This is an optimization exercise on Yosys and OpenROAD, whose aim is small area and a short achievable clock period, not a production implementation.
Power figures rest on the tool's default switching activity, not on a simulated workload.

==> flow/design.v (excerpt) <==
module cpu_core #(
    parameter MAX_CYCLES = 1000,
    parameter CW         = 10           
) (
    input  wire          clk,
    input  wire          rst,           
    input  wire          cfg_fwd_en,    
    input  wire          cfg_cache_en,  
    output wire [7:0]    if_addr,
    input  wire [15:0]   if_rdata,
    output wire [7:0]    d_addr,
    input  wire [7:0]    d_rdata,
    output wire [7:0]    d_wdata,
    output wire          d_we,
    input  wire [3:0]    dbg_sel,
    output wire [7:0]    dbg_x,
    output reg  [8:0]    pc,
    output reg           halted,
    output wire          terminated,
    output reg  [1:0]    fault,         
    output reg           flag_z,
    output reg           flag_c,
    output reg  [7:0]    mar,
    output reg  [7:0]    mdr,
    output reg           stalled,
    output reg           flushed,
    output reg           fwd_active,
    output reg  [3:0]    fwd_reg,
    output wire [7:0]    fwd_value,
    output reg           r0_write_ignored,
    output reg  [CW-1:0] cnt_cycles,
    output reg  [CW-1:0] cnt_instructions,
    output wire [CW-1:0] cnt_hazard_stalls,
    output wire [CW-1:0] cnt_cache_stall_cycles,
    output reg  [CW-1:0] cnt_flushes,
    output reg  [CW-1:0] cnt_forwards,
    output reg  [CW-1:0] cnt_cache_hits,
    output wire [CW-1:0] cnt_cache_misses
);
    localparam OP_LOAD = 4'd1, OP_STORE = 4'd2, OP_JMP = 4'd7, OP_HALT = 4'd8;
    integer i;
    reg fwd_en, cache_en;
    reg [7:0] x [1:15];
    reg       pr_valid;
    reg       pr_executed;
    reg [3:0] pr_opcode;
    reg [3:0] pr_operand;    
    reg [7:0] pr_imm;
    reg [7:0] line_valid;
    reg [4:0] line_tag   [0:7];
    reg [7:0] line_data  [0:7];
    reg [2:0] cache_stall_remaining;
    reg [8:0] hs_cnt;
    reg [7:0] cm_cnt;
    assign cnt_hazard_stalls      = {1'b0, hs_cnt};
    assign cnt_cache_misses       = {2'b00, cm_cnt};
    assign cnt_cache_stall_cycles = {cm_cnt, 2'b00};
    assign terminated = halted & ~pr_valid;
    wire active   = (fault == 2'd0) & ~terminated;
    wire at_cap   = (&cnt_cycles[9:5]) & cnt_cycles[3];
  ...
Size: about 360 flip-flops, roughly 190 I/O pins.
Settings: LEC_CHECK=0, ABC_AREA=1, CAP_MARGIN=20, CORE_MARGIN=2, CORE_UTILIZATION=60, SLEW_MARGIN=20; clock period 13.0 ns.
standard.sh (not shown) runs the stock make flow with config.mk's settings and CLKGATE_MAP_FILE= SYNTH_SCRIPT=/design/flow/synth_recipe.tcl, a recipe that flattens the netlist after the stock synthesis.
==> flow/flow/run.sh <==
#!/bin/bash
# Standard ORFS layout (the standard.sh, unchanged synthesis, floorplan,
# power grid and tap cells) with three settings passed to make:
#  - port buffers are buf_1 cells instead of the default choice,
#  - repair_timing aims for extra setup slack so the design is sized for a
#    shorter period than the 13 ns it is signed off at,
#  - smaller clock-tree buffers.
set -euo pipefail
MARGIN=$(cat flow/margin.txt)
bash standard.sh \
  "BUFFER_PORTS_ARGS=-buffer_cell sky130_fd_sc_hd__buf_1" \
  "SETUP_SLACK_MARGIN=${MARGIN}" \
  finish > flow_orfs.log 2>&1
==> flow/flow/margin.txt <==
6.0
The starting point ran to the end with no violations.
==> next run, changes <==
==> flow/run.sh (new file) <==
#!/bin/bash
# synth_recipe.tcl (not shown) runs the flow's synth.tcl, then flattens the netlist and writes it again
# the make line also repeats each setting of config.mk as NAME=value (left out here)
make -C /OpenROAD-flow-scripts/flow DESIGN_CONFIG=/design/flow/config.mk WORK_HOME=/design/flow/orfs CLKGATE_MAP_FILE= SYNTH_SCRIPT=/design/flow/synth_recipe.tcl finish
- SETUP_SLACK_MARGIN: default -> 5
removed: flow/flow/run.sh
removed: flow/flow/margin.txt
removed: flow/standard.sh
Result: Die area does not change; via count went up by 0.86%; total power went up by about 2.7%; cell count went down by 0.34%; utilization went up by 3.6 points; clock-buffer cell count went up by 9; global-route usage went up by 1.2 points.
==> next run, changes <==
- ABC_AREA: 1 -> default
- CORE_UTILIZATION: 60 -> 40
Count of clock-buffer cells in the layout climbs by 1.
Setup slack degrades by 0.049 ns.
Design area climbs by 3.7%.
Worst hold slack stays flat.
Die area climbs by 54%.
Register-to-register slack degrades by 0.45 ns.
Total power climbs by 11%.
Cell count drops by 5.6%.
Area after synthesis climbs by 3.3%.
Clock power climbs by about 4%.
Global-route usage drops by 12 points.
==> next run, changes <==
==> flow/flow/run.sh (new file) <==
#!/bin/bash
# Standard ORFS layout (the standard.sh, unchanged synthesis, floorplan,
# power grid and tap cells) with three settings passed to make:
#  - port buffers are buf_1 cells instead of the default choice,
#  - repair_timing aims for extra setup slack so the design is sized for a
#    shorter period than the 13 ns it is signed off at,
#  - smaller clock-tree buffers.
set -euo pipefail
MARGIN=$(cat flow/margin.txt)
bash standard.sh \
  "BUFFER_PORTS_ARGS=-buffer_cell sky130_fd_sc_hd__buf_1" \
  "SETUP_SLACK_MARGIN=${MARGIN}" \
  finish > flow_orfs.log 2>&1
==> flow/flow/margin.txt (new file) <==
6.5
==> flow/standard.sh (new file) <==
#!/bin/bash
# synth_recipe.tcl (not shown) runs the flow's synth.tcl, then flattens the netlist and writes it again
# the make line also repeats each setting of config.mk as NAME=value (left out here)
make -C /OpenROAD-flow-scripts/flow DESIGN_CONFIG=/design/flow/config.mk WORK_HOME=/design/flow/orfs CLKGATE_MAP_FILE= SYNTH_SCRIPT=/design/flow/synth_recipe.tcl "${@:-finish}"
- ABC_AREA: default -> 1
- CORE_UTILIZATION: 40 -> 60
- CTS_BUF_LIST: default -> sky130_fd_sc_hd__clkbuf_8
- SETUP_SLACK_MARGIN: 5 -> default
removed: flow/run.sh
Design area drops by a few percent.
Via count rose by roughly a tenth.
Worst setup slack gets better by 1.2 ns.
Die area falls by a quarter to a third.
Combinational power drops by about a fifth.
Clock skew came out lower by 0.012 ns.
No run of this note included a check of the RTL's function; only the layout flow was run.

re-timing with driven ports:
The flow's constraints put no driver on any port. The routed layouts listed below were extracted and timed again, unchanged, in two steps. Step 1, drivers: a clkbuf_16 drives clk and a buf_2 each remaining input, both assumed. Step 2, shift: input delay + t, output delay - t, t = (earliest + latest rising clock arrival at the registers) / 2. This alone moves slack from input paths to output paths. Three values: ideal ports, drivers, drivers and shift; two values: the first two.
| run | shift t [ns] | setup slack, ns | latest minus earliest clock arrival (ns) | worst data-port slew with drivers (ns) |
|---|---|---|---|---|
| the first run | 0.587 | 6.084 / 6.056 / 6.056 | 0.026 / 0.026 | 0.07 |
| the second run | 0.572 | 5.185 / 5.159 / 5.159 | 0.016 / 0.016 | 0.07 |
| the third run | 0.617 | 5.136 / 5.109 / 5.109 | 0.027 / 0.027 | 0.09 |
| the fourth run | 0.667 | 6.334 / 6.280 / 6.280 | 0.016 / 0.016 | 0.08 |
After both steps setup and hold are still met in every run listed. For the fourth run, which loses most, drivers alone change the setup slack by -0.054 ns; drivers and shift together by -0.054 ns.
